This is an optimization exercise on Yosys and OpenROAD, whose aim is small area, a short achievable clock period and few clock cycles per item, not a production implementation. Function was checked by simulation only, so behaviour that the tests miss may differ from the original.

==> design/flow/design.v <==
module rot_perm_cbc (
    input  wire        clk,
    input  wire        rst_n,
    input  wire        sel,
    input  wire        we,
    input  wire [5:0]  addr,
    input  wire [31:0] wdata,
    output reg  [31:0] rdata,
    output wire        irq
);
    localparam [3:0] OP_NOP        = 4'd0;
    localparam [3:0] OP_START_ENC  = 4'd1;
    localparam [3:0] OP_START_DEC  = 4'd2;
    localparam [3:0] OP_ENC_BLOCK  = 4'd3;
    localparam [3:0] OP_ENC_FINAL  = 4'd4;
    localparam [3:0] OP_DEC_BLOCK  = 4'd5;
    localparam [3:0] OP_DEC_FINAL  = 4'd6;
    localparam [3:0] OP_RAW_ENC    = 4'd7;
    localparam [3:0] OP_RAW_DEC    = 4'd8;
    localparam [3:0] OP_LOAD_CHAIN = 4'd9;
    localparam [3:0] OP_ABORT      = 4'd10;
    localparam [3:0] E_ILLEGAL   = 4'd1;
    localparam [3:0] E_BUSY      = 4'd2;
    localparam [3:0] E_SEQ       = 4'd3;
    localparam [3:0] E_LOCKED    = 4'd4;
    localparam [3:0] E_LEN       = 4'd5;
    localparam [3:0] E_PAD_RANGE = 4'd6;
    localparam [3:0] E_BAD_PAD   = 4'd7;
    localparam [1:0] ST_IDLE = 2'd0;
    localparam [1:0] ST_ENC  = 2'd1;
    localparam [1:0] ST_DEC  = 2'd2;
    localparam [1:0] PI_NONE  = 2'd0;    
    localparam [1:0] PI_ENC   = 2'd1;    
    localparam [1:0] PI_UNPAD = 2'd2;    
    localparam [1:0] PI_SKIP  = 2'd3;    
    reg         alpha_sel;
    reg  [31:0] key;
    reg  [1:0]  irqen;
    reg         busy;
    reg  [1:0]  state;
    reg         done;
    reg  [3:0]  err;
    reg  [27:0] msglen;       
    reg  [1:0]  pi_mode;
    reg  [7:0]  pbyte;
    reg  [4:0]  pcnt;
    reg  [127:0] iv;
    reg  [127:0] din;
    reg  [127:0] dout;
    reg  [127:0] chain;
    reg  [127:0] head;        
    reg  [3:0]  pend_op;
    reg  [3:0]  pend_n;
    wire wr = sel & we;
    localparam [5:0] A_CAP = 6'h00, A_CTRL = 6'h01, A_STATUS = 6'h02, A_IRQEN = 6'h03,
                     A_CMD = 6'h04, A_KEY = 6'h05, A_MSGLEN = 6'h06, A_OUTLEN = 6'h07,
                     A_PADINFO = 6'h08;
    wire is_iv  = (addr[5:2] == 4'h3);
    wire is_din = (addr[5:2] == 4'h4);
    wire [3:0] cmd_op = wdata[3:0];
    wire [3:0] cmd_n  = wdata[7:4];
    wire ml_zero = (msglen == 28'd0);
    wire ml_16   = (msglen == 28'd1);
    wire ml_max  = (msglen == 28'hFFFFFFF);
    wire pad_range = alpha_sel && ((ml_zero && cmd_n <= 4'd8) || (ml_16 && cmd_n == 4'd0));
    reg [3:0] cmd_err;
    always @(*) begin
        cmd_err = 4'd0;
        if (busy)
            cmd_err = E_BUSY;
        else if (cmd_op >= 4'd11)
            cmd_err = E_ILLEGAL;
        else if ((cmd_op == OP_START_ENC || cmd_op == OP_START_DEC) && state != ST_IDLE)
            cmd_err = E_SEQ;
        else if ((cmd_op == OP_ENC_BLOCK || cmd_op == OP_ENC_FINAL) && state != ST_ENC)
            cmd_err = E_SEQ;
        else if ((cmd_op == OP_DEC_BLOCK || cmd_op == OP_DEC_FINAL) && state != ST_DEC)
            cmd_err = E_SEQ;
        else if ((cmd_op >= OP_ENC_BLOCK && cmd_op <= OP_DEC_FINAL) && ml_max)
            cmd_err = E_LEN;
        else if (cmd_op == OP_ENC_FINAL && pad_range)
            cmd_err = E_PAD_RANGE;
    end
    reg [3:0] bus_err;
    always @(*) begin
        bus_err = 4'd0;
        if (wr) begin
            if (addr == A_CMD) begin
                if (cmd_op != OP_NOP)
                    bus_err = cmd_err;
            end else if (addr == A_CTRL || addr == A_KEY) begin
                if (busy)
                    bus_err = E_BUSY;
                else if (state != ST_IDLE)
                    bus_err = E_LOCKED;
            end else if (is_iv || is_din) begin
                if (busy)
                    bus_err = E_BUSY;
            end
        end
    end
    wire issue  = wr && addr == A_CMD && cmd_op != OP_NOP && cmd_err == 4'd0;
    wire cfg_ok = !busy && state == ST_IDLE;
    wire [3:0] cur_op = busy ? pend_op : cmd_op;
    wire [3:0] cur_n  = busy ? pend_n  : cmd_n;
    wire op_dp    = (cur_op >= OP_ENC_BLOCK) && (cur_op <= OP_RAW_DEC);
    wire op_dec   = (cur_op == OP_DEC_BLOCK) || (cur_op == OP_DEC_FINAL) || (cur_op == OP_RAW_DEC);
    wire op_xin   = (cur_op == OP_ENC_BLOCK) || (cur_op == OP_ENC_FINAL);
    wire op_final = (cur_op == OP_ENC_FINAL);
    wire op_xout  = (cur_op == OP_DEC_BLOCK) || (cur_op == OP_DEC_FINAL);
    wire [6:0] kp;
    kmod94 u_kmod (.key(key), .kp(kp));
    wire [6:0] kp_enc = (kp >= 7'd69) ? (kp - 7'd69) : (kp + 7'd25);     
    wire [6:0] kp_dec = (kp <= 7'd25) ? (7'd25 - kp) : (7'd119 - kp);    
    wire [7:0] k_enc  = alpha_sel ? {1'b0, kp_enc} : key[7:0];
    wire [7:0] k_dec  = alpha_sel ? {1'b0, kp_dec} : (8'd0 - key[7:0]);
    wire [7:0] lane_k = op_dec ? k_dec : k_enc;
    wire [3:0] amt  = op_dec ? (4'd0 - key[3:0]) : key[3:0];
    wire       half = amt[3] ^ busy;         
    wire [4:0] pad_cnt = 5'd16 - {1'b0, cur_n};
    reg  [7:0] pb_head, pb_din;
    integer pj;
    always @(*) begin
        pb_head = 8'd0;
        pb_din  = 8'd0;
        for (pj = 1; pj <= 16; pj = pj + 1)
            if (pad_cnt == pj) pb_head = head[8*(pj-1) +: 8];
        for (pj = 1; pj < 16; pj = pj + 1)
            if (pad_cnt == pj) pb_din = din[8*pj +: 8];
    end
    wire [7:0] pad_byte = !alpha_sel ? {3'd0, pad_cnt} : (ml_zero ? pb_din : pb_head);
    wire [63:0] din_h   = half ? din[127:64]   : din[63:0];
    wire [63:0] chain_h = half ? chain[127:64] : chain[63:0];
    reg  [63:0] lx;
    integer li;
    always @(*) begin
        for (li = 0; li < 8; li = li + 1)
            lx[8*li +: 8] = ((op_final && ({half, li[2:0]} >= cur_n)) ? pad_byte : din_h[8*li +: 8])
                            ^ (op_xin ? chain_h[8*li +: 8] : 8'd0);
    end
    wire [63:0] ly;
    genvar gl;
    generate
        for (gl = 0; gl < 8; gl = gl + 1) begin : g_lane
            lane u_lane (.x(lx[8*gl +: 8]), .asel(alpha_sel), .k(lane_k), .y(ly[8*gl +: 8]));
        end
    endgenerate
    wire [127:0] z = {ly, dout[63:0]};
    reg  [127:0] res;
    integer sj;
    reg [3:0] src;
    always @(*) begin
        for (sj = 0; sj < 16; sj = sj + 1) begin
            src = sj[3:0] + {1'b0, amt[2:0]};
            res[8*sj +: 8] = z[8*src +: 8];
        end
    end
    wire [127:0] dout_new = res ^ (op_xout ? chain : 128'd0);
    wire [27:0] ml_inc    = msglen + 28'd1;      
    wire [7:0]  last_byte = dout_new[127:120];
    wire        bad_pad   = (ml_inc[27:4] == 24'd0) && (last_byte > {ml_inc[3:0], 4'd0});
    wire cpl_bad_pad = busy && pend_op == OP_DEC_FINAL && !alpha_sel && bad_pad;
    wire errclr  = wr && addr == A_STATUS && wdata[8];
    wire [3:0] err_after_bus = errclr ? 4'd0 :
                               (bus_err != 4'd0 && err == 4'd0) ? bus_err : err;
    wire [3:0] err_next = (cpl_bad_pad && err_after_bus == 4'd0) ? E_BAD_PAD : err_after_bus;
    always @(posedge clk or negedge rst_n) begin
        if (!rst_n) begin
            alpha_sel <= 1'b0;
            key       <= 32'd0;
            irqen     <= 2'd0;
            busy      <= 1'b0;
            state     <= ST_IDLE;
            done      <= 1'b0;
            err       <= 4'd0;
            msglen    <= 28'd0;
            pi_mode   <= PI_NONE;
            iv        <= 128'd0;
            din       <= 128'd0;
            dout      <= 128'd0;
            chain     <= 128'd0;
        end else begin
            err <= err_next;
            if (wr) begin
                case (addr)
                    A_CTRL:   if (cfg_ok) alpha_sel <= wdata[0];
                    A_KEY:    if (cfg_ok) key <= wdata;
                    A_IRQEN:  irqen <= wdata[1:0];
                    A_STATUS: if (wdata[3]) done <= 1'b0;
                    default: ;
                endcase
                if (is_iv && !busy)
                    iv[32*addr[1:0] +: 32] <= wdata;
                if (is_din && !busy)
                    din[32*addr[1:0] +: 32] <= wdata;
            end
            if (issue) begin
                busy <= 1'b1;
                if (op_dp)
                    dout[63:0] <= ly;        
            end
            if (busy) begin
                busy <= 1'b0;
                done <= 1'b1;
                case (pend_op)
                    OP_START_ENC, OP_START_DEC: begin
                        chain   <= iv;
                        msglen  <= 28'd0;
                        pi_mode <= PI_NONE;
                        state   <= (pend_op == OP_START_ENC) ? ST_ENC : ST_DEC;
                    end
                    OP_ENC_BLOCK: begin
                        dout   <= dout_new;
                        chain  <= dout_new;
                        msglen <= ml_inc;
                    end
                    OP_ENC_FINAL: begin
                        dout    <= dout_new;
                        chain   <= dout_new;
                        msglen  <= ml_inc;
                        pi_mode <= PI_ENC;
                        state   <= ST_IDLE;
                    end
                    OP_DEC_BLOCK: begin
                        dout   <= dout_new;
                        chain  <= din;
                        msglen <= ml_inc;
                    end
                    OP_DEC_FINAL: begin
                        dout    <= dout_new;
                        chain   <= din;
                        msglen  <= ml_inc;
                        state   <= ST_IDLE;
                        pi_mode <= alpha_sel ? PI_SKIP : PI_UNPAD;
                    end
                    OP_RAW_ENC, OP_RAW_DEC: dout <= dout_new;
                    OP_LOAD_CHAIN: chain <= iv;
                    OP_ABORT:      state <= ST_IDLE;
                    default: ;
                endcase
            end
        end
    end
    always @(posedge clk) begin
        if (issue) begin
            pend_op <= cmd_op;
            pend_n  <= cmd_n;
        end
        if (busy && pend_op == OP_ENC_BLOCK) begin
            if (ml_zero)
                head[119:0] <= din[127:8];
            if (ml_16)
                head[127:120] <= din[7:0];
        end
        if (busy && pend_op == OP_ENC_FINAL) begin
            pbyte <= pad_byte;
            pcnt  <= pad_cnt;
        end
        if (busy && pend_op == OP_DEC_FINAL && !alpha_sel)
            pbyte <= last_byte;
    end
    wire [31:0] msglen_b = {msglen, 4'd0};
    wire [32:0] unpad    = {1'b0, msglen_b} - {25'd0, pbyte};
    wire [31:0] outlen   = (pi_mode == PI_UNPAD) ? (unpad[32] ? 32'd0 : unpad[31:0]) :
                           pi_mode[0] ? msglen_b : 32'd0;
    wire [7:0]  pi_cnt   = (pi_mode == PI_ENC) ? {3'd0, pcnt} : (pi_mode == PI_UNPAD) ? pbyte : 8'd0;
    wire [7:0]  pi_byte  = (pi_mode == PI_ENC || pi_mode == PI_UNPAD) ? pbyte : 8'd0;
    wire [31:0] padinfo  = {15'd0, pi_mode == PI_SKIP, pi_byte, pi_cnt};
    always @(*) begin
        case (addr)
            A_CAP:     rdata = 32'h00005E10;
            A_CTRL:    rdata = {31'd0, alpha_sel};
            A_STATUS:  rdata = {24'd0, err, done, state, busy};
            A_IRQEN:   rdata = {30'd0, irqen};
            A_KEY:     rdata = key;
            A_MSGLEN:  rdata = msglen_b;
            A_OUTLEN:  rdata = outlen;
            A_PADINFO: rdata = padinfo;
            6'h0C, 6'h0D, 6'h0E, 6'h0F: rdata = iv[32*addr[1:0] +: 32];
            6'h10, 6'h11, 6'h12, 6'h13: rdata = din[32*addr[1:0] +: 32];
            6'h14, 6'h15, 6'h16, 6'h17: rdata = dout[32*addr[1:0] +: 32];
            6'h18, 6'h19, 6'h1A, 6'h1B: rdata = chain[32*addr[1:0] +: 32];
            default:   rdata = 32'd0;
        endcase
    end
    assign irq = (irqen[0] & done) | (irqen[1] & (err != 4'd0));
endmodule
module lane (
    input  wire [7:0] x,
    input  wire       asel,
    input  wire [7:0] k,
    output wire [7:0] y
);
    wire [7:0] a;
    wire       v;
    lane_map u_map (.b(x), .asel(asel), .a(a), .v(v));
    wire [7:0] kk = (v | ~asel) ? k : 8'd0;
    wire [7:0] s;
    wire [8:0] c;
    assign c[0] = 1'b0;
    genvar i;
    generate
        for (i = 0; i < 8; i = i + 1) begin : g_add
            assign s[i]   = a[i] ^ kk[i] ^ c[i];
            assign c[i+1] = (a[i] & kk[i]) | (a[i] & c[i]) | (kk[i] & c[i]);
        end
    endgenerate
    lane_g u_g (.s(s), .v(v), .o(y));
endmodule
module lane_map(b, asel, a, v);
  input [7:0] b;
  wire [7:0] b;
  input asel;
  wire asel;
  output [7:0] a;
  wire [7:0] a;
  output v;
  wire v;
  wire _000_;
  wire _001_;
  wire _002_;
  wire _003_;
  wire _004_;
  wire _005_;
  wire _006_;
  wire _007_;
  wire _008_;
  wire _009_;
  wire _010_;
  wire _011_;
  wire _012_;
  wire _013_;
  wire _014_;
  wire _015_;
  wire _016_;
  wire _017_;
  wire _018_;
  wire _019_;
  wire _020_;
  wire _021_;
  wire _022_;
  wire _023_;
  wire _024_;
  wire _025_;
  wire _026_;
  wire _027_;
  wire _028_;
  wire _029_;
  wire _030_;
  wire _031_;
  wire _032_;
  wire _033_;
  wire _034_;
  wire _035_;
  wire _036_;
  wire _037_;
  wire _038_;
  wire _039_;
  wire _040_;
  wire _041_;
  wire _042_;
  wire _043_;
  wire _044_;
  wire _045_;
  wire _046_;
  wire _047_;
  wire _048_;
  wire _049_;
  wire _050_;
  wire _051_;
  wire _052_;
  wire _053_;
  wire _054_;
  wire _055_;
  wire _056_;
  wire _057_;
  wire _058_;
  wire _059_;
  wire _060_;
  wire _061_;
  wire _062_;
  wire _063_;
  wire _064_;
  wire _065_;
  wire _066_;
  wire _067_;
  wire _068_;
  wire _069_;
  wire _070_;
  wire _071_;
  wire _072_;
  wire _073_;
  wire _074_;
  wire _075_;
  wire _076_;
  wire _077_;
  wire _078_;
  wire _079_;
  wire _080_;
  wire _081_;
  wire _082_;
  wire _083_;
  wire _084_;
  wire _085_;
  wire _086_;
  wire _087_;
  wire _088_;
  wire _089_;
  wire _090_;
  wire _091_;
  wire _092_;
  wire _093_;
  wire _094_;
  wire _095_;
  wire _096_;
  wire _097_;
  wire _098_;
  wire _099_;
  wire _100_;
  wire _101_;
  wire _102_;
  wire _103_;
  wire _104_;
  wire _105_;
  wire _106_;
  wire _107_;
  wire _108_;
  wire _109_;
  wire _110_;
  wire _111_;
  wire _112_;
  wire _113_;
  wire _114_;
  wire _115_;
  wire _116_;
  wire _117_;
  wire _118_;
  wire _119_;
  wire _120_;
  wire _121_;
  wire _122_;
  wire _123_;
  wire _124_;
  wire _125_;
  wire _126_;
  wire _127_;
  wire _128_;
  wire _129_;
  wire _130_;
  wire _131_;
  wire _132_;
  wire _133_;
  wire _134_;
  wire _135_;
  wire _136_;
  wire _137_;
  wire _138_;
  wire _139_;
  wire _140_;
  wire _141_;
  wire _142_;
  wire _143_;
  wire _144_;
  wire _145_;
  wire _146_;
  wire _147_;
  wire _148_;
  wire _149_;
  wire _150_;
  wire _151_;
  wire _152_;
  wire \_43_.A ;
  wire \_43_.B ;
  wire \_44_.A ;
  wire \_45_.A ;
  wire \_45_.B ;
  wire \_46_.A ;
  wire \_48_.C ;
  wire \_50_.B ;
  wire \_51_.A ;
  wire \_52_.B1 ;
  wire \_54_.A1 ;
  wire \_54_.A2 ;
  wire \_54_.B1 ;
  wire \_54_.C1 ;
  wire \_55_.A ;
  wire \_57_.A ;
  wire \_57_.B ;
  wire \_60_.A1 ;
  wire \_60_.A2 ;
  wire \_60_.B1 ;
  wire \_62_.A ;
  wire \_64_.A ;
  wire \_65_.B ;
  wire \_66_.B ;
  wire \_66_.C ;
  wire \_67_.A2 ;
  wire \_67_.B1 ;
  wire \_68_.B1 ;
  wire \_68_.Y ;
  wire \_70_.B ;
  wire \_70_.X ;
  wire \_72_.B ;
  wire \_76_.A ;
  wire \_76_.B ;
  wire \_77_.A ;
  wire \_77_.B ;
  wire \_78_.B1 ;
  wire \_78_.B2 ;
  wire \_78_.X ;
  wire \_79_.X ;
  wire \_81_.A ;
  wire \_82_.A1 ;
  wire \_82_.Y ;
  wire \_84_.A1 ;
  wire \_84_.X ;
  wire \_87_.A ;
  wire \_88_.B1 ;
  assign \_45_.A  = ~b[4];
  assign \_43_.A  = ~b[3];
  assign \_43_.B  = _000_ & _001_;
  assign _000_ = ~b[2];
  assign _001_ = ~b[1];
  assign \_44_.A  = _002_ & _003_;
  assign _002_ = ~\_43_.A ;
  assign _003_ = ~\_43_.B ;
  assign \_45_.B  = ~\_44_.A ;
  assign \_46_.A  = _004_ & _005_;
  assign _004_ = ~\_45_.A ;
  assign _005_ = ~\_45_.B ;
  assign \_54_.A1  = ~\_46_.A ;
  assign \_48_.C  = ~b[0];
  assign _010_ = _006_ | _007_;
  assign _011_ = _010_ | _008_;
  assign \_54_.A2  = _011_ | _009_;
  assign _006_ = ~\_43_.B ;
  assign _007_ = ~\_43_.A ;
  assign _008_ = ~\_48_.C ;
  assign _009_ = ~\_45_.A ;
  assign \_50_.B  = ~asel;
  assign \_51_.A  = _012_ & _013_;
  assign _012_ = ~b[7];
  assign _013_ = ~\_50_.B ;
  assign \_52_.B1  = _014_ | _015_;
  assign _014_ = ~\_51_.A ;
  assign _015_ = ~b[5];
  assign _024_ = _016_ & _017_;
  assign _025_ = _018_ & _019_;
  assign _026_ = _020_ & _021_;
  assign _027_ = _022_ & _023_;
  assign _028_ = _024_ | _025_;
  assign _029_ = _028_ | _026_;
  assign \_54_.B1  = _029_ | _027_;
  assign _016_ = ~b[2];
  assign _017_ = ~\_52_.B1 ;
  assign _018_ = ~b[0];
  assign _019_ = ~\_52_.B1 ;
  assign _020_ = ~b[1];
  assign _021_ = ~\_52_.B1 ;
  assign _022_ = ~b[6];
  assign _023_ = ~\_52_.B1 ;
  assign \_54_.C1  = _030_ | _031_;
  assign _030_ = ~\_51_.A ;
  assign _031_ = ~b[6];
  assign _038_ = _032_ & _033_;
  assign _039_ = _038_ & _034_;
  assign _040_ = _035_ & _036_;
  assign _041_ = _040_ & _037_;
  assign \_55_.A  = _039_ | _041_;
  assign _032_ = ~\_54_.A1 ;
  assign _033_ = ~\_54_.B1 ;
  assign _034_ = ~\_54_.C1 ;
  assign _035_ = ~\_54_.A2 ;
  assign _036_ = ~\_54_.B1 ;
  assign _037_ = ~\_54_.C1 ;
  assign \_57_.A  = _042_ | _043_;
  assign _042_ = ~\_55_.A ;
  assign _043_ = ~\_54_.A1 ;
  assign \_57_.B  = _044_ | _045_;
  assign _044_ = ~\_54_.B1 ;
  assign _045_ = ~\_46_.A ;
  assign \_60_.A1  = _046_ | _047_;
  assign _046_ = ~\_57_.A ;
  assign _047_ = ~\_57_.B ;
  assign \_60_.A2  = ~b[1];
  assign \_60_.B1  = ~b[2];
  assign _052_ = _048_ & _049_;
  assign _053_ = _050_ & _051_;
  assign \_67_.B1  = _052_ | _053_;
  assign _048_ = ~\_60_.A1 ;
  assign _049_ = ~\_60_.B1 ;
  assign _050_ = ~\_60_.A2 ;
  assign _051_ = ~\_60_.B1 ;
  assign \_62_.A  = ~b[6];
  assign \_66_.B  = _054_ & _055_;
  assign _054_ = ~\_62_.A ;
  assign _055_ = ~\_54_.A1 ;
  assign _060_ = _056_ & _057_;
  assign _061_ = _060_ & _058_;
  assign \_64_.A  = _061_ & _059_;
  assign _056_ = ~\_45_.A ;
  assign _057_ = ~b[6];
  assign _058_ = ~\_44_.A ;
  assign _059_ = ~\_52_.B1 ;
  assign \_65_.B  = _062_ | _063_;
  assign _062_ = ~\_64_.A ;
  assign _063_ = ~\_48_.C ;
  assign \_66_.C  = _064_ & _065_;
  assign _064_ = ~b[1];
  assign _065_ = ~\_65_.B ;
  assign _069_ = _066_ & _067_;
  assign \_67_.A2  = _069_ & _068_;
  assign _066_ = ~\_52_.B1 ;
  assign _067_ = ~\_66_.B ;
  assign _068_ = ~\_66_.C ;
  assign _074_ = _070_ & _071_;
  assign _075_ = _072_ & _073_;
  assign \_68_.B1  = _074_ | _075_;
  assign _070_ = ~\_54_.A2 ;
  assign _071_ = ~\_67_.B1 ;
  assign _072_ = ~\_67_.A2 ;
  assign _073_ = ~\_67_.B1 ;
  assign _080_ = _076_ & _077_;
  assign _081_ = _078_ & _079_;
  assign \_68_.Y  = _080_ | _081_;
  assign _076_ = ~\_67_.B1 ;
  assign _077_ = ~\_68_.B1 ;
  assign _078_ = ~\_67_.A2 ;
  assign _079_ = ~\_68_.B1 ;
  assign _085_ = _082_ | _083_;
  assign \_70_.B  = _085_ | _084_;
  assign _082_ = ~\_57_.A ;
  assign _083_ = ~\_57_.B ;
  assign _084_ = ~\_65_.B ;
  assign _088_ = b[1] & _086_;
  assign _089_ = _087_ & \_70_.B ;
  assign \_70_.X  = _088_ | _089_;
  assign _086_ = ~\_70_.B ;
  assign _087_ = ~b[1];
  assign \_72_.B  = _090_ | _091_;
  assign _090_ = ~\_67_.B1 ;
  assign _091_ = ~\_67_.A2 ;
  assign \_76_.B  = _092_ & _093_;
  assign _092_ = ~\_43_.A ;
  assign _093_ = ~\_72_.B ;
  assign \_78_.B1  = _094_ & _095_;
  assign _094_ = ~\_64_.A ;
  assign _095_ = ~\_66_.B ;
  assign \_77_.A  = _096_ & _097_;
  assign _096_ = ~\_64_.A ;
  assign _097_ = ~\_60_.A1 ;
  assign _102_ = _098_ & _099_;
  assign _103_ = _100_ & _101_;
  assign \_76_.A  = _102_ | _103_;
  assign _098_ = ~\_67_.B1 ;
  assign _099_ = ~b[3];
  assign _100_ = ~\_67_.A2 ;
  assign _101_ = ~b[3];
  assign \_77_.B  = _104_ & _105_;
  assign _104_ = ~\_76_.A ;
  assign _105_ = ~\_76_.B ;
  assign _108_ = _106_ & _107_;
  assign _109_ = \_77_.A  & \_77_.B ;
  assign \_78_.B2  = _108_ | _109_;
  assign _106_ = ~\_77_.A ;
  assign _107_ = ~\_77_.B ;
  assign _110_ = b[4] & \_78_.B1 ;
  assign _111_ = b[4] & \_78_.B2 ;
  assign _112_ = \_55_.A  & \_78_.B1 ;
  assign _113_ = \_76_.B  & \_78_.B1 ;
  assign _114_ = \_55_.A  & \_78_.B2 ;
  assign _115_ = \_76_.B  & \_78_.B2 ;
  assign _116_ = _110_ | _111_;
  assign _117_ = _116_ | _112_;
  assign _118_ = _117_ | _113_;
  assign _119_ = _118_ | _114_;
  assign \_78_.X  = _119_ | _115_;
  assign _122_ = b[0] & _120_;
  assign _123_ = _121_ & \_64_.A ;
  assign \_79_.X  = _122_ | _123_;
  assign _120_ = ~\_64_.A ;
  assign _121_ = ~b[0];
  assign _127_ = _124_ | _125_;
  assign \_81_.A  = _127_ | _126_;
  assign _124_ = ~\_46_.A ;
  assign _125_ = ~\_60_.B1 ;
  assign _126_ = ~\_48_.C ;
  assign \_82_.A1  = _128_ | _129_;
  assign _128_ = ~\_81_.A ;
  assign _129_ = ~b[5];
  assign _134_ = _130_ & _131_;
  assign _135_ = _132_ & _133_;
  assign \_82_.Y  = _134_ | _135_;
  assign _130_ = ~\_82_.A1 ;
  assign _131_ = ~\_62_.A ;
  assign _132_ = ~\_51_.A ;
  assign _133_ = ~\_62_.A ;
  assign \_84_.A1  = _136_ | _137_;
  assign _136_ = ~\_76_.A ;
  assign _137_ = ~\_64_.A ;
  assign _138_ = \_84_.A1  & b[5];
  assign _139_ = _138_ & \_54_.C1 ;
  assign _140_ = \_55_.A  & \_81_.A ;
  assign \_84_.X  = _139_ | _140_;
  assign _144_ = _141_ | _142_;
  assign \_87_.A  = _144_ | _143_;
  assign _141_ = ~\_54_.A2 ;
  assign _142_ = ~b[5];
  assign _143_ = ~\_51_.A ;
  assign _148_ = _145_ | _146_;
  assign \_88_.B1  = _148_ | _147_;
  assign _145_ = ~\_87_.A ;
  assign _146_ = ~b[6];
  assign _147_ = ~\_51_.A ;
  assign _152_ = _149_ & _150_;
  assign v = _152_ | _151_;
  assign _149_ = ~\_87_.A ;
  assign _150_ = ~\_55_.A ;
  assign _151_ = ~\_88_.B1 ;
  assign a = { b[7], \_82_.Y , \_84_.X , \_78_.X , \_78_.B2 , \_68_.Y , \_70_.X , \_79_.X  };
endmodule
module lane_g(s, v, o);
  input [7:0] s;
  wire [7:0] s;
  input v;
  wire v;
  output [7:0] o;
  wire [7:0] o;
  wire _000_;
  wire _001_;
  wire _002_;
  wire _003_;
  wire _004_;
  wire _005_;
  wire _006_;
  wire _007_;
  wire _008_;
  wire _009_;
  wire _010_;
  wire _011_;
  wire _012_;
  wire _013_;
  wire _014_;
  wire _015_;
  wire _016_;
  wire _017_;
  wire _018_;
  wire _019_;
  wire _020_;
  wire _021_;
  wire _022_;
  wire _023_;
  wire _024_;
  wire _025_;
  wire _026_;
  wire _027_;
  wire _028_;
  wire _029_;
  wire _030_;
  wire _031_;
  wire _032_;
  wire _033_;
  wire _034_;
  wire _035_;
  wire _036_;
  wire _037_;
  wire _038_;
  wire _039_;
  wire _040_;
  wire _041_;
  wire _042_;
  wire _043_;
  wire _044_;
  wire _045_;
  wire _046_;
  wire _047_;
  wire _048_;
  wire _049_;
  wire _050_;
  wire _051_;
  wire _052_;
  wire _053_;
  wire _054_;
  wire _055_;
  wire _056_;
  wire _057_;
  wire _058_;
  wire _059_;
  wire _060_;
  wire _061_;
  wire _062_;
  wire _063_;
  wire _064_;
  wire _065_;
  wire _066_;
  wire _067_;
  wire _068_;
  wire _069_;
  wire _070_;
  wire _071_;
  wire _072_;
  wire _073_;
  wire _074_;
  wire _075_;
  wire _076_;
  wire _077_;
  wire _078_;
  wire _079_;
  wire _080_;
  wire _081_;
  wire _082_;
  wire _083_;
  wire _084_;
  wire _085_;
  wire _086_;
  wire _087_;
  wire _088_;
  wire _089_;
  wire _090_;
  wire _091_;
  wire _092_;
  wire _093_;
  wire _094_;
  wire _095_;
  wire _096_;
  wire _097_;
  wire _098_;
  wire _099_;
  wire _100_;
  wire _101_;
  wire _102_;
  wire _103_;
  wire _104_;
  wire _105_;
  wire _106_;
  wire _107_;
  wire _108_;
  wire _109_;
  wire _110_;
  wire _111_;
  wire _112_;
  wire _113_;
  wire _114_;
  wire _115_;
  wire _116_;
  wire _117_;
  wire _118_;
  wire _119_;
  wire _120_;
  wire _121_;
  wire _122_;
  wire _123_;
  wire _124_;
  wire _125_;
  wire _126_;
  wire _127_;
  wire _128_;
  wire _129_;
  wire _130_;
  wire _131_;
  wire _132_;
  wire _133_;
  wire _134_;
  wire _135_;
  wire _136_;
  wire _137_;
  wire _138_;
  wire _139_;
  wire _140_;
  wire _141_;
  wire _142_;
  wire _143_;
  wire _144_;
  wire _145_;
  wire _146_;
  wire _147_;
  wire _148_;
  wire _149_;
  wire _150_;
  wire _151_;
  wire _152_;
  wire _153_;
  wire _154_;
  wire _155_;
  wire _156_;
  wire _157_;
  wire _158_;
  wire _159_;
  wire _160_;
  wire _161_;
  wire _162_;
  wire _163_;
  wire _164_;
  wire _165_;
  wire _166_;
  wire _167_;
  wire _168_;
  wire _169_;
  wire _170_;
  wire _171_;
  wire _172_;
  wire _173_;
  wire _174_;
  wire _175_;
  wire _176_;
  wire _177_;
  wire _178_;
  wire _179_;
  wire _180_;
  wire _181_;
  wire _182_;
  wire _183_;
  wire _184_;
  wire _185_;
  wire _186_;
  wire _187_;
  wire _188_;
  wire _189_;
  wire _190_;
  wire _191_;
  wire _192_;
  wire _193_;
  wire _194_;
  wire _195_;
  wire _196_;
  wire _197_;
  wire _198_;
  wire _199_;
  wire _200_;
  wire _201_;
  wire _202_;
  wire _203_;
  wire _204_;
  wire _205_;
  wire _206_;
  wire _207_;
  wire _208_;
  wire _209_;
  wire _210_;
  wire _211_;
  wire _212_;
  wire _213_;
  wire _214_;
  wire _215_;
  wire _216_;
  wire _217_;
  wire _218_;
  wire _219_;
  wire _220_;
  wire _221_;
  wire _222_;
  wire _223_;
  wire _224_;
  wire _225_;
  wire _226_;
  wire _227_;
  wire _228_;
  wire _229_;
  wire _230_;
  wire _231_;
  wire _232_;
  wire _233_;
  wire _234_;
  wire _235_;
  wire _236_;
  wire _237_;
  wire _238_;
  wire _239_;
  wire _240_;
  wire _241_;
  wire _242_;
  wire _243_;
  wire _244_;
  wire _245_;
  wire _246_;
  wire _247_;
  wire _248_;
  wire _249_;
  wire _250_;
  wire _251_;
  wire _252_;
  wire _253_;
  wire _254_;
  wire _255_;
  wire _256_;
  wire _257_;
  wire _258_;
  wire _259_;
  wire _260_;
  wire _261_;
  wire _262_;
  wire _263_;
  wire _264_;
  wire _265_;
  wire _266_;
  wire _267_;
  wire _268_;
  wire _269_;
  wire _270_;
  wire _271_;
  wire \_081_.A ;
  wire \_081_.B ;
  wire \_082_.B1 ;
  wire \_084_.B1 ;
  wire \_086_.A ;
  wire \_086_.B ;
  wire \_087_.A1 ;
  wire \_087_.A3 ;
  wire \_087_.B1 ;
  wire \_091_.A ;
  wire \_091_.B ;
  wire \_093_.B ;
  wire \_094_.A1 ;
  wire \_094_.A2 ;
  wire \_096_.A ;
  wire \_096_.B ;
  wire \_098_.A ;
  wire \_099_.A2 ;
  wire \_099_.B2 ;
  wire \_100_.A ;
  wire \_100_.B ;
  wire \_100_.C_N ;
  wire \_103_.A1 ;
  wire \_104_.B ;
  wire \_104_.C_N ;
  wire \_105_.A ;
  wire \_105_.B ;
  wire \_105_.C ;
  wire \_106_.A ;
  wire \_108_.A ;
  wire \_110_.A ;
  wire \_112_.A ;
  wire \_112_.B ;
  wire \_114_.A1 ;
  wire \_116_.B ;
  wire \_117_.A ;
  wire \_117_.B ;
  wire \_119_.A2 ;
  wire \_119_.A3 ;
  wire \_119_.B1 ;
  wire \_121_.A ;
  wire \_122_.A2 ;
  wire \_122_.B1 ;
  wire \_123_.A ;
  wire \_124_.A1 ;
  wire \_124_.A2 ;
  wire \_126_.A ;
  wire \_126_.B ;
  wire \_128_.B1 ;
  wire \_129_.A ;
  wire \_129_.B ;
  wire \_131_.A1 ;
  wire \_131_.B1 ;
  wire \_132_.A ;
  wire \_132_.B ;
  wire \_134_.A ;
  wire \_135_.A ;
  wire \_135_.B ;
  wire \_136_.B ;
  wire \_137_.B1 ;
  wire \_139_.A ;
  wire \_142_.A1 ;
  wire \_142_.A2 ;
  wire \_143_.A1 ;
  wire \_143_.A3 ;
  wire \_143_.B1 ;
  wire \_143_.Y ;
  wire \_145_.A2 ;
  wire \_146_.B1 ;
  wire \_147_.B ;
  wire \_147_.X ;
  wire \_149_.B ;
  wire \_149_.X ;
  wire \_151_.B ;
  wire \_151_.X ;
  wire \_153_.B ;
  wire \_154_.B ;
  wire \_154_.X ;
  wire \_157_.A ;
  wire \_157_.B ;
  wire \_158_.B ;
  wire \_158_.X ;
  wire \_160_.B1 ;
  wire \_160_.Y ;
  wire \_161_.Y ;
  assign \_098_.A  = ~s[2];
  assign \_087_.A3  = ~s[4];
  assign \_081_.A  = ~s[3];
  assign \_081_.B  = _000_ & _001_;
  assign _000_ = ~s[2];
  assign _001_ = ~s[1];
  assign \_082_.B1  = _002_ & _003_;
  assign _002_ = ~\_081_.A ;
  assign _003_ = ~\_081_.B ;
  assign _007_ = _004_ & _005_;
  assign \_087_.A1  = _007_ | _006_;
  assign _004_ = ~s[2];
  assign _005_ = ~s[0];
  assign _006_ = ~\_082_.B1 ;
  assign \_084_.B1  = ~s[7];
  assign _012_ = _008_ & _009_;
  assign _013_ = _010_ & _011_;
  assign \_086_.A  = _012_ | _013_;
  assign _008_ = ~s[4];
  assign _009_ = ~\_084_.B1 ;
  assign _010_ = ~s[3];
  assign _011_ = ~\_084_.B1 ;
  assign \_086_.B  = ~s[6];
  assign \_087_.B1  = _014_ | _015_;
  assign _014_ = ~\_086_.A ;
  assign _015_ = ~\_086_.B ;
  assign _022_ = _016_ & _017_;
  assign _023_ = _018_ & _019_;
  assign _024_ = _020_ & _021_;
  assign _025_ = _022_ | _023_;
  assign \_105_.A  = _025_ | _024_;
  assign _016_ = ~\_087_.A1 ;
  assign _017_ = ~\_087_.B1 ;
  assign _018_ = ~s[5];
  assign _019_ = ~\_087_.B1 ;
  assign _020_ = ~\_087_.A3 ;
  assign _021_ = ~\_087_.B1 ;
  assign \_100_.A  = _026_ & _027_;
  assign _026_ = ~s[7];
  assign _027_ = ~s[5];
  assign \_091_.A  = _028_ | _029_;
  assign _028_ = ~s[4];
  assign _029_ = ~s[3];
  assign \_091_.B  = ~s[5];
  assign \_094_.A1  = _030_ & _031_;
  assign _030_ = ~\_091_.A ;
  assign _031_ = ~\_091_.B ;
  assign \_093_.B  = _032_ | _033_;
  assign _032_ = ~s[2];
  assign _033_ = ~s[1];
  assign \_094_.A2  = _034_ | _035_;
  assign _034_ = ~\_084_.B1 ;
  assign _035_ = ~\_093_.B ;
  assign _040_ = _036_ & _037_;
  assign _041_ = _038_ & _039_;
  assign \_096_.A  = _040_ | _041_;
  assign _036_ = ~\_094_.A1 ;
  assign _037_ = ~s[6];
  assign _038_ = ~\_094_.A2 ;
  assign _039_ = ~s[6];
  assign _046_ = _042_ & _043_;
  assign _047_ = _046_ | _044_;
  assign \_096_.B  = _047_ | _045_;
  assign _042_ = ~\_087_.A3 ;
  assign _043_ = ~\_081_.B ;
  assign _044_ = ~\_091_.B ;
  assign _045_ = ~\_086_.A ;
  assign \_100_.B  = _048_ | _049_;
  assign _048_ = ~\_096_.A ;
  assign _049_ = ~\_096_.B ;
  assign _053_ = _050_ & _051_;
  assign \_099_.A2  = _053_ | _052_;
  assign _050_ = ~s[2];
  assign _051_ = ~s[3];
  assign _052_ = ~s[4];
  assign \_099_.B2  = _054_ & _055_;
  assign _054_ = ~\_098_.A ;
  assign _055_ = ~\_081_.A ;
  assign _060_ = _056_ & _057_;
  assign _061_ = _058_ & _059_;
  assign \_100_.C_N  = _060_ | _061_;
  assign _056_ = ~s[5];
  assign _057_ = ~\_099_.B2 ;
  assign _058_ = ~s[7];
  assign _059_ = ~\_099_.A2 ;
  assign _064_ = _062_ & _063_;
  assign \_105_.B  = _064_ & \_100_.C_N ;
  assign _062_ = ~\_100_.A ;
  assign _063_ = ~\_100_.B ;
  assign _071_ = _065_ & _066_;
  assign _072_ = _071_ & _067_;
  assign _073_ = _068_ & _069_;
  assign _074_ = _073_ & _070_;
  assign \_104_.B  = _072_ | _074_;
  assign _065_ = ~\_099_.A2 ;
  assign _066_ = ~s[7];
  assign _067_ = ~\_094_.A1 ;
  assign _068_ = ~\_091_.B ;
  assign _069_ = ~s[7];
  assign _070_ = ~\_094_.A1 ;
  assign _078_ = _075_ & _076_;
  assign \_103_.A1  = _078_ | _077_;
  assign _075_ = ~s[0];
  assign _076_ = ~s[1];
  assign _077_ = ~\_099_.B2 ;
  assign _083_ = _079_ & _080_;
  assign _084_ = _081_ & _082_;
  assign \_104_.C_N  = _083_ | _084_;
  assign _079_ = ~\_103_.A1 ;
  assign _080_ = ~\_086_.B ;
  assign _081_ = ~\_087_.A3 ;
  assign _082_ = ~\_086_.B ;
  assign _087_ = _085_ & _086_;
  assign \_105_.C  = _087_ & \_104_.C_N ;
  assign _085_ = ~s[7];
  assign _086_ = ~\_104_.B ;
  assign _091_ = _088_ & _089_;
  assign \_106_.A  = _091_ & _090_;
  assign _088_ = ~\_105_.A ;
  assign _089_ = ~\_105_.B ;
  assign _090_ = ~\_105_.C ;
  assign \_132_.A  = ~\_106_.A ;
  assign \_108_.A  = ~s[0];
  assign \_124_.A1  = _092_ & _093_;
  assign _092_ = ~\_108_.A ;
  assign _093_ = ~\_105_.B ;
  assign \_110_.A  = _094_ & _095_;
  assign _094_ = ~\_087_.A3 ;
  assign _095_ = ~\_081_.B ;
  assign _100_ = _096_ | _097_;
  assign _101_ = _100_ | _098_;
  assign \_112_.A  = _101_ | _099_;
  assign _096_ = ~\_110_.A ;
  assign _097_ = ~\_086_.A ;
  assign _098_ = ~\_086_.B ;
  assign _099_ = ~s[5];
  assign _105_ = _102_ & _103_;
  assign \_112_.B  = _105_ | _104_;
  assign _102_ = ~\_091_.A ;
  assign _103_ = ~\_081_.B ;
  assign _104_ = ~\_100_.A ;
  assign \_119_.A2  = _106_ | _107_;
  assign _106_ = ~\_112_.A ;
  assign _107_ = ~\_112_.B ;
  assign \_114_.A1  = _108_ | _109_;
  assign _108_ = ~\_099_.A2 ;
  assign _109_ = ~\_091_.B ;
  assign _114_ = _110_ & _111_;
  assign _115_ = _112_ & _113_;
  assign \_117_.A  = _114_ | _115_;
  assign _110_ = ~\_114_.A1 ;
  assign _111_ = ~s[7];
  assign _112_ = ~s[6];
  assign _113_ = ~s[7];
  assign _120_ = _116_ | _117_;
  assign _121_ = _120_ | _118_;
  assign \_116_.B  = _121_ | _119_;
  assign _116_ = ~\_110_.A ;
  assign _117_ = ~s[3];
  assign _118_ = ~\_093_.B ;
  assign _119_ = ~\_100_.A ;
  assign \_117_.B  = _122_ | _123_;
  assign _122_ = ~\_112_.A ;
  assign _123_ = ~\_116_.B ;
  assign \_119_.A3  = _124_ & _125_;
  assign _124_ = ~\_117_.A ;
  assign _125_ = ~\_117_.B ;
  assign \_119_.B1  = _126_ | _127_;
  assign _126_ = ~\_100_.B ;
  assign _127_ = ~\_116_.B ;
  assign _132_ = _128_ & _129_;
  assign _133_ = _132_ & _130_;
  assign \_122_.A2  = _133_ | _131_;
  assign _128_ = ~\_100_.B ;
  assign _129_ = ~\_119_.A2 ;
  assign _130_ = ~\_119_.A3 ;
  assign _131_ = ~\_119_.B1 ;
  assign _137_ = _134_ | _135_;
  assign \_121_.A  = _137_ | _136_;
  assign _134_ = ~\_119_.A3 ;
  assign _135_ = ~\_096_.B ;
  assign _136_ = ~\_096_.A ;
  assign \_122_.B1  = _138_ & _139_;
  assign _138_ = ~\_121_.A ;
  assign _139_ = ~\_106_.A ;
  assign _144_ = _140_ & _141_;
  assign _145_ = _142_ & _143_;
  assign \_123_.A  = _144_ | _145_;
  assign _140_ = ~\_106_.A ;
  assign _141_ = ~\_122_.B1 ;
  assign _142_ = ~\_122_.A2 ;
  assign _143_ = ~\_122_.B1 ;
  assign \_124_.A2  = ~\_123_.A ;
  assign _149_ = _146_ & _147_;
  assign \_126_.A  = _149_ | _148_;
  assign _146_ = ~\_124_.A1 ;
  assign _147_ = ~\_124_.A2 ;
  assign _148_ = ~s[1];
  assign \_126_.B  = _150_ | _151_;
  assign _150_ = ~\_124_.A2 ;
  assign _151_ = ~\_124_.A1 ;
  assign \_129_.A  = _152_ | _153_;
  assign _152_ = ~\_126_.A ;
  assign _153_ = ~\_126_.B ;
  assign \_128_.B1  = _154_ | _155_;
  assign _154_ = ~\_104_.C_N ;
  assign _155_ = ~\_119_.A2 ;
  assign _159_ = _156_ & _157_;
  assign \_129_.B  = _159_ | _158_;
  assign _156_ = ~\_100_.B ;
  assign _157_ = ~\_119_.A2 ;
  assign _158_ = ~\_128_.B1 ;
  assign \_131_.A1  = _160_ | _161_;
  assign _160_ = ~\_129_.A ;
  assign _161_ = ~\_129_.B ;
  assign \_131_.B1  = _162_ & _163_;
  assign _162_ = ~\_129_.B ;
  assign _163_ = ~\_129_.A ;
  assign _168_ = _164_ & _165_;
  assign _169_ = _166_ & _167_;
  assign \_132_.B  = _168_ | _169_;
  assign _164_ = ~\_131_.A1 ;
  assign _165_ = ~\_131_.B1 ;
  assign _166_ = ~\_098_.A ;
  assign _167_ = ~\_131_.B1 ;
  assign \_135_.A  = \_132_.A  | \_132_.B ;
  assign \_134_.A  = _170_ | _171_;
  assign _170_ = ~\_132_.B ;
  assign _171_ = ~\_132_.A ;
  assign \_135_.B  = _172_ | _173_;
  assign _172_ = ~\_134_.A ;
  assign _173_ = ~\_081_.A ;
  assign \_136_.B  = _174_ | _175_;
  assign _174_ = ~\_135_.A ;
  assign _175_ = ~\_135_.B ;
  assign \_137_.B1  = _176_ & _177_;
  assign _176_ = ~\_087_.A3 ;
  assign _177_ = ~\_136_.B ;
  assign _181_ = _178_ & _179_;
  assign \_143_.A1  = _181_ | _180_;
  assign _178_ = ~s[5];
  assign _179_ = ~\_098_.A ;
  assign _180_ = ~\_137_.B1 ;
  assign \_139_.A  = ~v;
  assign \_142_.A2  = _182_ & _183_;
  assign _182_ = ~\_139_.A ;
  assign _183_ = ~\_105_.B ;
  assign _187_ = _184_ & _185_;
  assign \_143_.A3  = _187_ | _186_;
  assign _184_ = ~\_086_.B ;
  assign _185_ = ~\_104_.B ;
  assign _186_ = ~\_121_.A ;
  assign \_142_.A1  = _188_ | _189_;
  assign _188_ = ~\_135_.A ;
  assign _189_ = ~\_094_.A1 ;
  assign _194_ = _190_ & _191_;
  assign _195_ = _192_ & _193_;
  assign \_143_.B1  = _194_ | _195_;
  assign _190_ = ~\_142_.A1 ;
  assign _191_ = ~s[6];
  assign _192_ = ~\_142_.A2 ;
  assign _193_ = ~s[6];
  assign _202_ = _196_ & _197_;
  assign _203_ = _198_ & _199_;
  assign _204_ = _200_ & _201_;
  assign _205_ = _202_ | _203_;
  assign \_143_.Y  = _205_ | _204_;
  assign _196_ = ~\_143_.A1 ;
  assign _197_ = ~\_143_.B1 ;
  assign _198_ = ~\_142_.A2 ;
  assign _199_ = ~\_143_.B1 ;
  assign _200_ = ~\_143_.A3 ;
  assign _201_ = ~\_143_.B1 ;
  assign \_145_.A2  = ~\_119_.A3 ;
  assign _210_ = _206_ & _207_;
  assign _211_ = _208_ & _209_;
  assign \_146_.B1  = _210_ | _211_;
  assign _206_ = ~\_137_.B1 ;
  assign _207_ = ~\_139_.A ;
  assign _208_ = ~\_145_.A2 ;
  assign _209_ = ~\_139_.A ;
  assign _215_ = _212_ & _213_;
  assign \_147_.B  = _215_ | _214_;
  assign _212_ = ~\_145_.A2 ;
  assign _213_ = ~\_137_.B1 ;
  assign _214_ = ~\_146_.B1 ;
  assign _218_ = \_091_.B  & _216_;
  assign _219_ = _217_ & \_147_.B ;
  assign \_147_.X  = _218_ | _219_;
  assign _216_ = ~\_147_.B ;
  assign _217_ = ~\_091_.B ;
  assign _223_ = _220_ | _221_;
  assign \_149_.B  = _223_ | _222_;
  assign _220_ = ~\_135_.A ;
  assign _221_ = ~\_135_.B ;
  assign _222_ = ~\_142_.A2 ;
  assign _226_ = \_087_.A3  & _224_;
  assign _227_ = _225_ & \_149_.B ;
  assign \_149_.X  = _226_ | _227_;
  assign _224_ = ~\_149_.B ;
  assign _225_ = ~\_087_.A3 ;
  assign _231_ = _228_ | _229_;
  assign \_151_.B  = _231_ | _230_;
  assign _228_ = ~\_135_.A ;
  assign _229_ = ~v;
  assign _230_ = ~\_134_.A ;
  assign _234_ = \_081_.A  & _232_;
  assign _235_ = _233_ & \_151_.B ;
  assign \_151_.X  = _234_ | _235_;
  assign _232_ = ~\_151_.B ;
  assign _233_ = ~\_081_.A ;
  assign \_153_.B  = _236_ | _237_;
  assign _236_ = ~\_131_.A1 ;
  assign _237_ = ~v;
  assign \_154_.B  = _238_ & _239_;
  assign _238_ = ~\_131_.B1 ;
  assign _239_ = ~\_153_.B ;
  assign _242_ = s[2] & _240_;
  assign _243_ = _241_ & \_154_.B ;
  assign \_154_.X  = _242_ | _243_;
  assign _240_ = ~\_154_.B ;
  assign _241_ = ~s[2];
  assign \_157_.A  = _244_ & _245_;
  assign _244_ = ~\_124_.A1 ;
  assign _245_ = ~\_124_.A2 ;
  assign \_157_.B  = _246_ | _247_;
  assign _246_ = ~\_126_.B ;
  assign _247_ = ~v;
  assign \_158_.B  = _248_ & _249_;
  assign _248_ = ~\_157_.A ;
  assign _249_ = ~\_157_.B ;
  assign _252_ = s[1] & _250_;
  assign _253_ = _251_ & \_158_.B ;
  assign \_158_.X  = _252_ | _253_;
  assign _250_ = ~\_158_.B ;
  assign _251_ = ~s[1];
  assign \_160_.B1  = _254_ & _255_;
  assign _254_ = ~s[0];
  assign _255_ = ~\_142_.A2 ;
  assign _260_ = _256_ & _257_;
  assign _261_ = _258_ & _259_;
  assign \_160_.Y  = _260_ | _261_;
  assign _256_ = ~v;
  assign _257_ = ~\_160_.B1 ;
  assign _258_ = ~\_124_.A1 ;
  assign _259_ = ~\_160_.B1 ;
  assign _268_ = _262_ & _263_;
  assign _269_ = _264_ & _265_;
  assign _270_ = _266_ & _267_;
  assign _271_ = _268_ | _269_;
  assign \_161_.Y  = _271_ | _270_;
  assign _262_ = ~\_142_.A1 ;
  assign _263_ = ~\_084_.B1 ;
  assign _264_ = ~\_086_.B ;
  assign _265_ = ~\_084_.B1 ;
  assign _266_ = ~v;
  assign _267_ = ~\_084_.B1 ;
  assign o = { \_161_.Y , \_143_.Y , \_147_.X , \_149_.X , \_151_.X , \_154_.X , \_158_.X , \_160_.Y  };
endmodule
module kmod94 (input wire [31:0] key, output wire [6:0] kp);
    wire h1, h2;
    assign {h2, h1} = key[1] + key[7] + key[9];
    wire h3, h4;
    assign {h4, h3} = key[11] + key[12] + key[13];
    wire h5, h6;
    assign {h6, h5} = key[16] + key[19] + key[20];
    wire h7, h8;
    assign {h8, h7} = key[24] + key[30] + h1;
    wire h9, h10;
    assign {h10, h9} = h3 + h5 + h7;
    wire h11, h12;
    assign {h12, h11} = key[2] + key[8] + key[10];
    wire h13, h14;
    assign {h14, h13} = key[12] + key[13] + key[14];
    wire h15, h16;
    assign {h16, h15} = key[17] + key[20] + key[21];
    wire h17, h18;
    assign {h18, h17} = key[25] + key[31] + h2;
    wire h19, h20;
    assign {h20, h19} = h4 + h6 + h8;
    wire h21, h22;
    assign {h22, h21} = h10 + h11 + h13;
    wire h23, h24;
    assign {h24, h23} = h15 + h17 + h19;
    wire h25, h26;
    assign {h26, h25} = key[3] + key[9] + key[11];
    wire h27, h28;
    assign {h28, h27} = key[13] + key[14] + key[15];
    wire h29, h30;
    assign {h30, h29} = key[18] + key[21] + key[22];
    wire h31, h32;
    assign {h32, h31} = key[26] + h12 + h14;
    wire h33, h34;
    assign {h34, h33} = h16 + h18 + h20;
    wire h35, h36;
    assign {h36, h35} = h22 + h24 + h25;
    wire h37, h38;
    assign {h38, h37} = h27 + h29 + h31;
    wire h39, h40;
    assign {h40, h39} = h33 + h35 + h37;
    wire h41, h42;
    assign {h42, h41} = key[4] + key[10] + key[12];
    wire h43, h44;
    assign {h44, h43} = key[14] + key[15] + key[16];
    wire h45, h46;
    assign {h46, h45} = key[19] + key[22] + key[23];
    wire h47, h48;
    assign {h48, h47} = key[27] + h26 + h28;
    wire h49, h50;
    assign {h50, h49} = h30 + h32 + h34;
    wire h51, h52;
    assign {h52, h51} = h36 + h38 + h40;
    wire h53, h54;
    assign {h54, h53} = h41 + h43 + h45;
    wire h55, h56;
    assign {h56, h55} = h47 + h49 + h51;
    wire h57, h58;
    assign {h58, h57} = key[5] + key[7] + key[9];
    wire h59, h60;
    assign {h60, h59} = key[12] + key[15] + key[17];
    wire h61, h62;
    assign {h62, h61} = key[19] + key[23] + key[28];
    wire h63, h64;
    assign {h64, h63} = key[30] + h42 + h44;
    wire h65, h66;
    assign {h66, h65} = h46 + h48 + h50;
    wire h67, h68;
    assign {h68, h67} = h52 + h54 + h56;
    wire h69, h70;
    assign {h70, h69} = h57 + h59 + h61;
    wire h71, h72;
    assign {h72, h71} = h63 + h65 + h67;
    wire h73, h74;
    assign {h74, h73} = key[6] + key[8] + key[10];
    wire h75, h76;
    assign {h76, h75} = key[11] + key[18] + key[29];
    wire h77, h78;
    assign {h78, h77} = key[31] + h58 + h60;
    wire h79, h80;
    assign {h80, h79} = h62 + h64 + h66;
    wire h81, h82;
    assign {h82, h81} = h68 + h70 + h72;
    wire h83, h84;
    assign {h84, h83} = h73 + h75 + h77;
    wire h85, h86;
    assign {h86, h85} = h79 + h81 + h83;
    wire h87, h88;
    assign {h88, h87} = h9 + h74 + h76;
    wire h89, h90;
    assign {h90, h89} = h78 + h80 + h82;
    wire h91, h92;
    assign {h92, h91} = h84 + h86 + h87;
    wire h93, h94;
    assign {h94, h93} = h21 + h23 + h88;
    wire h95, h96;
    assign {h96, h95} = h90 + h92 + h93;
    wire h97, h98;
    assign {h98, h97} = h39 + h94 + h96;
    wire h99, h100;
    assign {h100, h99} = h53 + h55 + h98;
    wire h101, h102;
    assign {h102, h101} = h69 + h71 + h74;
    wire h103, h104;
    assign {h104, h103} = h76 + h78 + h80;
    wire h105, h106;
    assign {h106, h105} = h82 + h84 + h86;
    wire h107, h108;
    assign {h108, h107} = h100 + h101 + h103;
    wire h109, h110;
    assign {h110, h109} = h85 + h102 + h104;
    wire h111, h112;
    assign {h112, h111} = h106 + h108 + h109;
    wire h113, h114;
    assign {h114, h113} = h89 + h91 + h110;
    wire h115, h116;
    assign {h116, h115} = h105 + h107 + h110;
    wire [6:0] ra = {h111,h112,h99,h97,h95,h112,key[0]};
    wire [6:0] rb = {h116,h115,1'b0,1'b0,h114,h113,1'b0};
    wire [7:0] s1 = {1'b0, ra} + {1'b0, rb};                  
    wire [7:0] s2 = {1'b0, s1[6:0]} + (s1[7] ? 8'd34 : 8'd0);   
    assign kp = (s2 >= 8'd94) ? (s2 - 8'd94) : s2[6:0];
endmodule
==> design/flow/run.sh <==
#!/bin/bash
# synth_recipe.tcl (not shown) runs the flow's synth.tcl, then flattens the netlist and writes it again
# the make line also repeats each setting of config.mk as NAME=value (left out here)
make -C /OpenROAD-flow-scripts/flow DESIGN_CONFIG=/design/flow/config.mk WORK_HOME=/design/flow/orfs CLKGATE_MAP_FILE= SYNTH_SCRIPT=/design/flow/synth_recipe.tcl finish
==> design/flow/config.mk <==
export PLATFORM = sky130hd
export DESIGN_NAME = rot_perm_cbc
export DESIGN_NICKNAME = rot_perm_cbc
export VERILOG_FILES = /design/flow/design.v
export SDC_FILE = /design/flow/constraint.sdc
export NUM_CORES = 8
export LEC_CHECK = 0
export ABC_AREA = 1
export CAP_MARGIN = 20
export CORE_MARGIN = 2
export CORE_UTILIZATION = 40
export SLEW_MARGIN = 20
==> design/flow/constraint.sdc <==
create_clock -name core_clock -period 55.0 [get_ports {clk}]
set_input_delay 11.0000 -clock core_clock [delete_from_list [all_inputs] [get_ports {clk}]]
set_output_delay 11.0000 -clock core_clock [all_outputs]
set_load 0.01 [all_outputs]
==> impl_results.html <==
<table>
<tr><th>Metric</th><th>Value</th></tr>
<tr><th colspan="2">Setup path</th></tr>
<tr><td>Reg2reg setup slack</td><td>32.28 ns</td></tr>
<tr><td>Classification of the worst setup path</td><td>input port to output pin</td></tr>
<tr><td>Crit Path Max Fanout</td><td>46</td></tr>
<tr><td>Critical Path Stages</td><td>17</td></tr>
<tr><td>Category of the worst setup path launch point</td><td>input port</td></tr>
<tr><td>Top cell by count, worst path</td><td>buf_4</td></tr>
<tr><td>Required @ worst endpoint</td><td>44.00 ns</td></tr>
<tr><td>Family with the most delay on the worst path</td><td>buffers and inverters</td></tr>
<tr><td>Worst reg2reg path startpoint</td><td>key[1]$_DFFE_PN0P_</td></tr>
<tr><td>Critical-path top delay cell</td><td>clkinv_2</td></tr>
<tr><td>Data arrival time of the critical path</td><td>17.55 ns</td></tr>
<tr><td>Crit end category</td><td>output pin</td></tr>
<tr><td>Number of cells traversed by the worst register-to-register path</td><td>93</td></tr>
<tr><td>Crit path largest cell delay</td><td>0.84 ns</td></tr>
<tr><td>Critical Path Source</td><td>addr[0]</td></tr>
<tr><td>Cells along the critical path</td><td>buf_4, inv_2, ha_1, inv_1, nand4_1, nand2_1, nor2_4, buf_4, clkinv_2, buf_4, o22ai_1, a21oi_1, a32o_1, a21oi_1, o21ai_0, o2111ai_1, clkdlybuf4s50_1</td></tr>
<tr><td>Worst path buffer plus inverter count</td><td>7</td></tr>
<tr><th colspan="2">Synth</th></tr>
<tr><td>Cell taking the most area after synthesis</td><td>dfrtp_1</td></tr>
<tr><td>Share of synthesized cell area in and, or, nand and nor gates</td><td>0.299</td></tr>
<tr><td>Largest family of logic cells by synthesized area</td><td>simple AND/OR/NAND/NOR gates</td></tr>
<tr><td>Adder-cell share of the synthesized area</td><td>0.0475</td></tr>
<tr><td>XOR/XNOR share of the synthesized area</td><td>0.0268</td></tr>
<tr><td>Post-Syn Area</td><td>0.0619 mm²</td></tr>
<tr><td>Sequential share of the synthesized area</td><td>0.309</td></tr>
<tr><td>Post-synthesis sequential element count</td><td>734</td></tr>
<tr><td>Number of warning messages in the yosys log</td><td>1</td></tr>
<tr><td>Avg Inst Size Synth</td><td>6.74 µm²</td></tr>
<tr><td>Most area-consuming cells after synthesis</td><td>dfrtp_1 24%, nand2_1 14%, inv_1 7.3%</td></tr>
<tr><td>Synthesized Nets</td><td>9404</td></tr>
<tr><td>Async set-or-reset flop fraction in the synthesized netlist</td><td>0.797</td></tr>
<tr><td>Commonest register cell after synthesis</td><td>dfrtp_1</td></tr>
<tr><td>Share of synthesized area spent on multiplexers</td><td>0.00652</td></tr>
<tr><td>Fraction of synthesized cell area taken by the top area cell type</td><td>0.236</td></tr>
<tr><td>Cells after synthesis</td><td>9191</td></tr>
<tr><td>Number of synthesized flops with an enable pin</td><td>149</td></tr>
<tr><td>Compound-Gate Fraction of Synth Area</td><td>0.199</td></tr>
<tr><td>Unique cell type count in the Yosys netlist</td><td>82</td></tr>
<tr><th colspan="2">Cells and area</th></tr>
<tr><td>Most common cell after layout, fill and taps aside</td><td>nand2_1</td></tr>
<tr><td>Share of layout cells above drive strength 1</td><td>0.0702</td></tr>
<tr><td>Final instance count without filler cells</td><td>11201</td></tr>
<tr><td>Final instance area</td><td>0.0682 mm²</td></tr>
<tr><td>Final net count</td><td>9263</td></tr>
<tr><td>Post-route core utilization</td><td>0.443</td></tr>
<tr><td>Layout filler cell count</td><td>16110</td></tr>
<tr><td>Commonest cells after routing, fill and taps aside</td><td>2273 x nand2_1, 1191 x inv_1, 799 x nand3_1</td></tr>
<tr><td>Area growth from synthesis to layout</td><td>10.0%</td></tr>
<tr><th colspan="2">Clock tree</th></tr>
<tr><td>CTS tree</td><td>yes</td></tr>
<tr><td>Post-cts hold buffer count</td><td>0</td></tr>
<tr><td>Clock latency on the worst-skew pair</td><td>0.79 ns</td></tr>
<tr><td>Maximum number of buffers from clock root to sink</td><td>3</td></tr>
<tr><td>CTS H-Tree Depth</td><td>3</td></tr>
<tr><td>CTS clk-pin slew, worst paths</td><td>0.06 ns</td></tr>
<tr><td>Count of instances resized after the clock tree is built</td><td>0</td></tr>
<tr><td>Postcts setup bufs</td><td>0</td></tr>
<tr><td>Cts bufs inserted</td><td>95</td></tr>
<tr><td>Root Buffer Master</td><td>clkbuf_16</td></tr>
<tr><td>TritonCTS Sinks</td><td>734</td></tr>
<tr><th colspan="2">Route</th></tr>
<tr><td>Post-DR vias/cell</td><td>6.50</td></tr>
<tr><td>Routed wire length</td><td>408000 µm</td></tr>
<tr><td>Number of DRC violations after detailed routing</td><td>0</td></tr>
<tr><td>DRC violation total after the first TritonRoute iteration</td><td>11847</td></tr>
<tr><td>Total number of vias</td><td>72803</td></tr>
<tr><td>Post-detailed-route count of antenna-violating nets</td><td>0</td></tr>
<tr><td>WL per Instance</td><td>36.4 µm</td></tr>
<tr><td>Length of the first detailed-routing pass in iterations</td><td>7</td></tr>
<tr><th colspan="2">Hold path</th></tr>
<tr><td>Hold Path Depth</td><td>0</td></tr>
<tr><td>Type of the worst min-delay path</td><td>flop to flop</td></tr>
<tr><td>Worst Min Path Start</td><td>din[30]$_DFFE_PN0P_</td></tr>
<tr><th colspan="2">STA</th></tr>
<tr><td>Crit path time final</td><td>28.55 ns</td></tr>
<tr><td>Worst clock skew</td><td>0.0893 ns</td></tr>
<tr><td>Final worst path period share</td><td>0.519</td></tr>
<tr><td>Final Hold Vio Count</td><td>0</td></tr>
<tr><td>Final total negative setup slack</td><td>0 ns</td></tr>
<tr><td>Actual transition at the worst max-transition pin</td><td>1.37 ns</td></tr>
<tr><td>Fmax achieved</td><td>35.0 MHz</td></tr>
<tr><td>Worst hold-check slack</td><td>0.445 ns</td></tr>
<tr><td>Max-slew violation count</td><td>0</td></tr>
<tr><td>Setup-failing EPs final</td><td>0</td></tr>
<tr><td>Worst slew margin</td><td>0.0864</td></tr>
<tr><td>Unrepaired setup endpoints after global routing</td><td>false</td></tr>
<tr><td>Worst setup margin</td><td>26.45 ns</td></tr>
<tr><th colspan="2">Global route</th></tr>
<tr><td>Pin count of the biggest net entering global routing</td><td>135</td></tr>
<tr><td>GRT Resource Usage Total</td><td>0.503</td></tr>
<tr><td>Total grt overflow</td><td>0</td></tr>
<tr><td>Wire length of the first global-routing pass</td><td>549000 µm</td></tr>
<tr><td>Initial antenna violation count</td><td>44</td></tr>
<tr><td>Number of global-route vias before repair</td><td>66487</td></tr>
<tr><th colspan="2">Die</th></tr>
<tr><td>Chip Width</td><td>398 µm</td></tr>
<tr><td>Std cell rows</td><td>144</td></tr>
<tr><td>Total die area</td><td>0.158 mm²</td></tr>
<tr><td>Initial Util</td><td>0.403</td></tr>
<tr><td>Die Height</td><td>398 µm</td></tr>
<tr><td>Std-Cell Core Area</td><td>0.154 mm²</td></tr>
<tr><td>I/O pin count</td><td>75</td></tr>
<tr><th colspan="2">Placed design</th></tr>
<tr><td>IO Port Bufs</td><td>74</td></tr>
<tr><td>Weighted congestion reported at the end of routability-driven placement</td><td>1.09</td></tr>
<tr><td>Post-place setup slack</td><td>26.80 ns</td></tr>
<tr><td>Post-Place Cell Area</td><td>0.0646 mm²</td></tr>
<tr><td>Placed cell count</td><td>10986</td></tr>
<tr><td>Half-perimeter wire length of the detailed placement result</td><td>308000 µm</td></tr>
<tr><th colspan="2">Run status</th></tr>
<tr><td>Run status</td><td>no timing/DRC/antenna violations</td></tr>
<tr><th colspan="2">Flow run</th></tr>
<tr><td>Number of violations of the max-capacitance limit</td><td>0</td></tr>
</table>
cell families after synthesis:
kind of cell / after synthesis
muxes: 38
xor gates and xnor gates: 186
and+or+nand+nor: 4292
AOI/OAI and AO/OA: 2046
DFF: 734
buffers and inverters: 1724
adders and majority gates: 171
cells in the mapped netlist (all sizes together), types with 18 or more instances:
master,count
nand2,2323
inv,1219
nand3,862
nor2,770
o21ai,650
dfrtp,585
o22ai,533
a21oi,380
clkbuf,356
o211ai,213
xor2,172
edfxtp,149
buf,131
nor3,115
fa,107
nand4,76
a22oi,64
ha,64
nand3b,63
or2,52
a31oi,35
a211oi,26
o2111ai,24
a221oi,23
mux2,19
mux2i,19
a32oi,18
nor4,18
flip-flops by register name, indices dropped and copies added (netlist names), 4 cells and up:
signal	cells
chain	128
din	128
dout	128
head	128
iv	128
key	32
msglen	28
pbyte	8
pcnt	5
err	4
pend_n	4
pend_op	4
per-layer routing:
| metal | routed length [µm] | global-route usage | vias up | share of wire |
|---|---|---|---|---|
| met5 | 444 | 0.00999 | - | 0.0011 |
| met4 | 43200 | 0.439 | 34 | 0.11 |
| met3 | 54500 | 0.182 | 1462 | 0.13 |
| met2 | 162000 | 0.700 | 5726 | 0.40 |
| met1 | 147000 | 0.608 | 35036 | 0.36 |
| li1 | - | - | 30545 | - |
area by class of cell:
type / instances / area (µm²) / share of cell area
Antenna cell: 24 / 60.1 / 0.000881
Clock buffer: 134 / 2710 / 0.0397
Clock inverter: 46 / 634 / 0.00931
Inverter: 1234 / 4660 / 0.0684
Multi-Input combinational cell: 6733 / 36300 / 0.532
Sequential cell: 734 / 19100 / 0.281
Tap cell: 2044 / 2560 / 0.0375
Timing Repair Buffer: 252 / 2160 / 0.0317
path summary, 6_finish.rpt:
check,end
max in group asynchronous,chain[109]$_DFFE_PN0P_
worst min-delay path,head[22]$_DFFE_PP_
worst min register to register,head[22]$_DFFE_PP_
worst max-delay path,rdata[18]
worst max register to register,err[1]$_DFF_PN0_
min in group asynchronous,msglen[14]$_DFFE_PN0P_
Testbench counts, summed over its fixed seeds: cycles 19,358, blocks 1,358.

re-timing with driven ports:
How much do the figures lean on ideal ports? The routed layout below was timed once more, with nothing changed but the port constraints.
Step 1 (the two cells are an assumption about what drives the block):
set clk [get_ports {clk}]
set_driving_cell -lib_cell sky130_fd_sc_hd__clkbuf_16 $clk
set_driving_cell -lib_cell sky130_fd_sc_hd__buf_2 [delete_from_list [all_inputs] $clk]
Step 2, shift: input delay + t, output delay - t, t = (earliest + latest rising clock arrival at the registers) / 2. This alone moves slack from input paths to output paths.
Slacks: ideal ports / drivers / drivers and shift; pairs: ideal ports / drivers.
t, ns: 0.844
setup slack, ns: 26.453 / 26.410 / 26.410
worst setup path after step 2: input to output
worst data-port slew with drivers (ns): 0.07
After both steps this run still meets setup and hold. The setup slack of this run moves by -0.043 ns with the drivers and by -0.043 ns with both steps.
